What follows belongs to an exercise in optimizing a design on an open flow for small area, a short achievable clock period and few clock cycles per item; a production flow would make more cautious choices. In this exercise RTL edits were held to simulation tests only and were not proved equivalent to the original. Power and IR drop assume default switching activity.

==> flow/design.v <==
module sym_engine (
    input  wire        clk,
    input  wire        rst,
    input  wire        cmd_valid,
    output wire        cmd_ready,
    input  wire [63:0] cmd_word,
    output wire        rsp_valid,
    input  wire        rsp_ready,
    output wire [63:0] rsp_word
);
  localparam [7:0] OP_SETDIM  = 8'h10;
  localparam [7:0] OP_SETMODE = 8'h11;
  localparam [7:0] OP_MAP     = 8'h12;
  localparam [2:0] M_NONE = 3'd0, M_HORIZ = 3'd1, M_VERT = 3'd2, M_BOTH = 3'd3,
                   M_CENTRAL = 3'd4, M_DIAG = 3'd5, M_ANTI = 3'd6;
  reg [8:0] dim_w;       
  reg [8:0] dim_h;       
  reg [2:0] mode;        
  reg        busy;
  reg [63:0] result_word;
  reg [2:0]  npts;
  reg [7:0]  pt_x [0:3];
  reg [7:0]  pt_y [0:3];
  reg [2:0]  wcount;     
  assign cmd_ready = !busy;
  assign rsp_valid = busy;
  wire [2:0] pj = wcount - 3'd1;
  assign rsp_word = (wcount == 3'd0) ? result_word :
                    {8'h12, 4'd0, 4'd1, 28'd0, (wcount == npts), pj,
                     pt_y[pj[1:0]], pt_x[pj[1:0]]};
  wire [7:0] op = cmd_word[63:56];
  wire signed [16:0] arg_x = {cmd_word[15], cmd_word[15:0]};
  wire signed [16:0] arg_y = {cmd_word[31], cmd_word[31:16]};
  function [8:0] clamp_dim;
    input signed [16:0] v;
    begin
      if (v < 17'sd1)        clamp_dim = 9'd1;
      else if (v > 17'sd256) clamp_dim = 9'd256;
      else                   clamp_dim = v[8:0];
    end
  endfunction
  wire [8:0] new_w = clamp_dim(arg_x);
  wire [8:0] new_h = clamp_dim(arg_y);
  wire signed [17:0] wm1 = $signed({9'd0, dim_w}) - 18'sd1;
  wire signed [17:0] hm1 = $signed({9'd0, dim_h}) - 18'sd1;
  wire signed [17:0] x  = arg_x;
  wire signed [17:0] y  = arg_y;
  wire signed [17:0] rx = wm1 - x;      
  wire signed [17:0] ry = hm1 - y;      
  wire signed [17:0] ay = wm1 - y;      
  wire signed [17:0] ax = hm1 - x;      
  reg signed [17:0] cx [0:3];
  reg signed [17:0] cy [0:3];
  reg        [3:0]  cv;
  always @(*) begin
    cx[0] = x;  cy[0] = y;
    cx[1] = 18'sd0; cy[1] = 18'sd0;
    cx[2] = 18'sd0; cy[2] = 18'sd0;
    cx[3] = 18'sd0; cy[3] = 18'sd0;
    cv = 4'b0001;
    case (mode)
      M_HORIZ:   begin cx[1] = rx; cy[1] = y;  cv = 4'b0011; end
      M_VERT:    begin cx[1] = x;  cy[1] = ry; cv = 4'b0011; end
      M_BOTH:    begin
        cx[1] = rx; cy[1] = y;
        cx[2] = x;  cy[2] = ry;
        cx[3] = rx; cy[3] = ry;
        cv = 4'b1111;
      end
      M_CENTRAL: begin cx[1] = rx; cy[1] = ry; cv = 4'b0011; end
      M_DIAG:    begin cx[1] = y;  cy[1] = x;  cv = 4'b0011; end
      M_ANTI:    begin cx[1] = ay; cy[1] = ax; cv = 4'b0011; end
      default:   ;
    endcase
  end
  reg [3:0] keep;
  integer i, j;
  always @(*) begin
    for (i = 0; i < 4; i = i + 1) begin
      keep[i] = cv[i] &&
                cx[i] >= 18'sd0 && cx[i] < $signed({9'd0, dim_w}) &&
                cy[i] >= 18'sd0 && cy[i] < $signed({9'd0, dim_h});
      for (j = 0; j < i; j = j + 1)
        if (cv[j] && cx[j] == cx[i] && cy[j] == cy[i])
          keep[i] = 1'b0;
    end
  end
  reg [7:0] list_x [0:3];
  reg [7:0] list_y [0:3];
  reg [2:0] list_n;
  always @(*) begin
    list_n = 3'd0;
    for (i = 0; i < 4; i = i + 1) begin
      list_x[i] = 8'd0;
      list_y[i] = 8'd0;
    end
    for (i = 0; i < 4; i = i + 1) begin
      if (keep[i]) begin
        list_x[list_n[1:0]] = cx[i][7:0];
        list_y[list_n[1:0]] = cy[i][7:0];
        list_n = list_n + 3'd1;
      end
    end
  end
  always @(posedge clk) begin
    if (rst) begin
      dim_w       <= 9'd1;
      dim_h       <= 9'd1;
      mode        <= M_NONE;
      busy        <= 1'b0;
      result_word <= 64'd0;
      npts        <= 3'd0;
      wcount      <= 3'd0;
      for (i = 0; i < 4; i = i + 1) begin
        pt_x[i] <= 8'd0;
        pt_y[i] <= 8'd0;
      end
    end else if (!busy) begin
      if (cmd_valid) begin
        busy   <= 1'b1;
        wcount <= 3'd0;
        npts   <= 3'd0;
        result_word <= {op, 4'd1, 52'd0};
        case (op)
          OP_SETDIM:
            if (cmd_word[55:32] == 24'd0) begin
              dim_w <= new_w;
              dim_h <= new_h;
              result_word <= {OP_SETDIM, 8'd0, 23'd0, new_h, 7'd0, new_w};
            end
          OP_SETMODE:
            if (cmd_word[55:3] == 53'd0 && cmd_word[2:0] != 3'd7) begin
              mode <= cmd_word[2:0];
              result_word <= {OP_SETMODE, 8'd0, 45'd0, cmd_word[2:0]};
            end
          OP_MAP:
            if (cmd_word[55:32] == 24'd0) begin
              npts <= list_n;
              for (i = 0; i < 4; i = i + 1) begin
                pt_x[i] <= list_x[i];
                pt_y[i] <= list_y[i];
              end
              result_word <= {OP_MAP, 8'd0, 45'd0, list_n};
            end
          default: ;
        endcase
      end
    end else if (rsp_ready) begin
      if (wcount == npts)
        busy <= 1'b0;
      wcount <= wcount + 3'd1;
    end
  end
endmodule
==> flow/run.sh <==
#!/bin/bash
# synth_recipe.tcl (not shown) runs the flow's synth.tcl, then flattens the netlist and writes it again
# the make line also repeats each setting of config.mk as NAME=value (left out here)
make -C /OpenROAD-flow-scripts/flow DESIGN_CONFIG=/design/flow/config.mk WORK_HOME=/design/flow/orfs CLKGATE_MAP_FILE= SYNTH_SCRIPT=/design/flow/synth_recipe.tcl finish
==> flow/config.mk <==
export PLATFORM = sky130hd
export DESIGN_NAME = sym_engine
export DESIGN_NICKNAME = sym_engine
export VERILOG_FILES = /design/flow/design.v
export SDC_FILE = /design/flow/constraint.sdc
export NUM_CORES = 4
export LEC_CHECK = 0
export CAP_MARGIN = 20
export CORE_MARGIN = 2
export CORE_UTILIZATION = 40
export SLEW_MARGIN = 20
==> flow/constraint.sdc <==
create_clock -name core_clock -period 9.0 [get_ports {clk}]
set_input_delay 1.8000 -clock core_clock [delete_from_list [all_inputs] [get_ports {clk}]]
set_output_delay 1.8000 -clock core_clock [all_outputs]
set_load 0.01 [all_outputs]
==> run summary <==
Die Span Y: 201 um
routed wire length: 70.2 mm
crit path max fanout: 16
crit end category: register
HPWL after DPL: 54.9 mm
Crit path required time: 9.31 ns
cts hold-fix bufs: 0
post-route ant nets: 0
Total GRT Usage: 0.334
wire per inst: 25.3 um
via count: 18100
Avg Inst Size Synth: 7.17 sq um
worst-margin pin slew: 1.14 ns
CTS clk-pin slew, worst paths: 0.05 ns
Setup crit start kind: input port
clock power share: 0.461
Critical Path Sink: pt_x[1][6]$_SDFFE_PP0P_
Hold Path Class: register to register
CP startpoint: cmd_word[0]
status: complete, no violations
NumNets Final: 2454
core footprint: 38600 sq um
Setup-failing EPs final: 0
worst-skew pair later-pin latency: 0.43 ns
DRT iter0 DRCs: 2400
row count: 72
post-synthesis cell area: 15600 sq um
initial antenna violation count: 0
Setup TNS Final: 0 ns
total setup buffers inserted after CTS: 0
die width: 201 um
total grt overflow: 0
warnings from Yosys: 7
root buffer cell: clkbuf_16
Max Slew Vio Count: 0
clk buf depth: 2
number of detailed-route iterations in the first pass: 8
path depth of the worst reg2reg path: 28
layout cells sized above 1: 0.0790
fmax: 0.122 GHz
CTS tree: built
Synth Register Bits: 119
vias per inst: 6.53
Int Pwr: 1100 uW
Post-synth ARST share: 0
clk sinks: 119
critical path type: input port to register
GP Congestion: 1.07
combinational share of power: 0.193
post-synthesis cell type count: 105
Post-synth EDFFs: 0
post-cts sizing count: 0
DRC Markers: 0
final core utilization: 0.461
Seq/Total Area, Yosys: 0.153
static leakage: 0.00732 uW
first-pass GRT wire length: 105 mm
Finished Cell Area: 17800 sq um
switching power: 441 uW
unrepaired setup endpoints after global routing: false
H-tree levels: 4
Reg-to-Reg End: pt_x[1][6]$_SDFFE_PP0P_
Ant. Diodes: 0
slew margin rel.: 0.240
Hold Violations, Final: 0
Die ar.: 40500 sq um
Pwr Density: 86.7 nW/um^2
worst r2r src: dim_w[0]$_SDFFE_PP1P_
vias in the first global route: 16900
largest net degree at the start of global routing: 86
max-cap violation count: 0
dpl cell area: 17200 sq um
sw frac: 0.286
Critical Path AT: 8.51 ns
Flop pwr share: 0.346
Layout Skew: 0.0137 ns
Syn Inst Count: 2172
crit path time final: 8.20 ns
Final Cycle Share: 0.911
commonest non-fill, non-tap cell in the layout: nand2_1
Worst VDD drop: 0.000114 V
I/O pin cnt: 134
Initial Util: 0.404
Synth Flop Type: dfxtp_1
most frequent cells in the layout: 228 x nand2_1, 198 x nor2_1, 142 x a21oi_1
CTS Buf Count: 17
IO Port Bufs: 104
area grow syn2layout: 14.2%
r2r setup slk: 1.79 ns
state kept, by name, summed over array words and instances, names as in the netlist:
register / flops
npts: 3
dim_h: 9
result_word: 27
pt_x: 32
wcount: 3
mode: 3
busy: 1
dim_w: 9
pt_y: 32
per-layer routing:
| metal | GRT usage | wire [um] | vias to the layer above |
|---|---|---|---|
| met1 | 0.426 | 28900 | 8542 |
| li1 | - | - | 8227 |
| met2 | 0.538 | 30700 | 1070 |
| met5 | 0 | 0 | - |
| met3 | 0.0564 | 6380 | 258 |
| met4 | 0.178 | 4250 | 0 |
through the flow:
step           power (uW)  instances  hold slack [ns]  setup slack, ns
2_1_floorplan         712       2200            0.426             1.48
6_report             1540       2771            0.451            0.801
5_1_grt              1590       2771            0.464            0.499
4_1_cts              1540       2771            0.451             1.01
3_5_place_dp          833       2740            0.445            0.582
3_3_place_gp          832       2740            0.435            0.797
kinds of logic after synthesis:
kind of cell             count (synthesis)  share of synthesized area
buffers and inverters                  268                     0.0780
flip-flops                             119                      0.153
other                                    1                   0.000241
AND/OR/NAND/NOR                        825                      0.262
XOR/XNOR                                68                     0.0383
adder cells (fa/ha/maj)                145                      0.118
AO/OA/AOI/OAI                          719                      0.331
multiplexers                            27                     0.0182
layout make-up:
type | instances | area [sq um]
sequential | 119 | 2380
timing repair buffer | 181 | 1610
tap | 518 | 648
clock buffer | 22 | 484
inverter | 109 | 409
multi-input combinational | 1813 | 12100
clock inverter | 9 | 123
fill | 4049 | 20800
Yosys cell counts, drive strengths merged, types with 14 or more instances:
library cell / instances / share of area
o2111ai: 14 / 0.0079
a222oi: 20 / 0.013
a21boi: 18 / 0.0094
a21o: 40 / 0.019
mux2i: 20 / 0.013
nand2b: 28 / 0.011
nand4: 36 / 0.014
o211a: 14 / 0.0090
a21oi: 144 / 0.047
nor2: 203 / 0.050
nor3: 68 / 0.022
inv: 106 / 0.026
nand3b: 17 / 0.0082
and3: 17 / 0.0068
nor2b: 26 / 0.010
a22o: 20 / 0.011
ha: 141 / 0.11
o221ai: 16 / 0.0094
o21ai: 137 / 0.045
nand3: 55 / 0.018
clkbuf: 89 / 0.021
xnor2: 52 / 0.029
or3: 20 / 0.0080
a211o: 15 / 0.0084
o21a: 26 / 0.013
nand2: 229 / 0.055
dfxtp: 119 / 0.15
nor4: 32 / 0.014
a211oi: 32 / 0.017
xor2: 16 / 0.0090
and2: 35 / 0.014
a221oi: 17 / 0.0096
a22oi: 33 / 0.017
o211ai: 21 / 0.010
buf: 70 / 0.030
o31ai: 25 / 0.012
power groups by stage:
stage          Combinational, uW  Clock [uW]  Sequential [uW]
2_1_floorplan                168           0              544
3_3_place_gp                 287           0              544
3_5_place_dp                 289           0              544
4_1_cts                      290         714              533
5_1_grt                      313         740              533
6_report                     298         710              533
how the worst min path moves through the flow:
stage	start	end	slack (ns)	cells past startpoint
floorplan	pt_y[3][1]$_SDFFE_PP0P_	pt_y[3][1]$_SDFFE_PP0P_	0.43	2
global placement	pt_y[3][3]$_SDFFE_PP0P_	pt_y[3][3]$_SDFFE_PP0P_	0.43	2
detailed placement	pt_y[3][1]$_SDFFE_PP0P_	pt_y[3][1]$_SDFFE_PP0P_	0.44	2
CTS	result_word[3]$_SDFFE_PP0P_	result_word[3]$_SDFFE_PP0P_	0.45	2
global route	result_word[3]$_SDFFE_PP0P_	result_word[3]$_SDFFE_PP0P_	0.46	2
finish	npts[2]$_SDFFE_PP0P_	npts[2]$_SDFFE_PP0P_	0.45	2
worst max-delay path: stages:
cell and delay [ns]:
clkdlybuf4s50_1 0.49, ha_1 0.36, fa_1 0.43, nand2b_1 0.20, a211oi_1 0.50, o21ai_0 0.14
a31oi_1 0.33, nand2_1 0.25, ha_1 0.34, a211o_1 0.31, o2111ai_1 0.26, a21oi_1 0.09
nor4b_1 0.34, nand3_1 0.14, nor4_2 0.26, buf_4 0.19, o21ai_2 0.07, inv_1 0.10
ha_1 0.29, xnor2_1 0.38, inv_1 0.09, ha_1 0.25, or3b_1 0.52, o221a_2 0.29
o21ai_1 0.06
Testbench counts, summed over its fixed seeds: cycles 9,588, items 3,200.

what the ideal ports hide:
No port has a modelled driver above. Below, the same layout with a new extraction and two added sets of constraints.
Step 1 (the two cells are an assumption about what drives the block):
set clk [get_ports {clk}]
set_driving_cell -lib_cell sky130_fd_sc_hd__clkbuf_16 $clk
set_driving_cell -lib_cell sky130_fd_sc_hd__buf_2 [delete_from_list [all_inputs] $clk]
Step 2 moves the port delays by t, midway between the first and last clock arrival at a register: inputs arrive t later, outputs are due t later. That takes back most of the time a late clock gives input paths.
a / b / c = ideal / step 1 / step 2; a / b = the first two.
t (ns): 0.467
slack for setup (ns): 0.801 / 0.825 / 0.358
worst setup path after step 2: input to register
latest minus earliest clock arrival (ns): 0.013 / 0.013
slew at the worst register clock pin (ns): 0.06 / 0.06
After both steps setup and hold are still met in this run. The setup slack of this run moves by +0.024 ns with the drivers and by -0.443 ns with both steps.
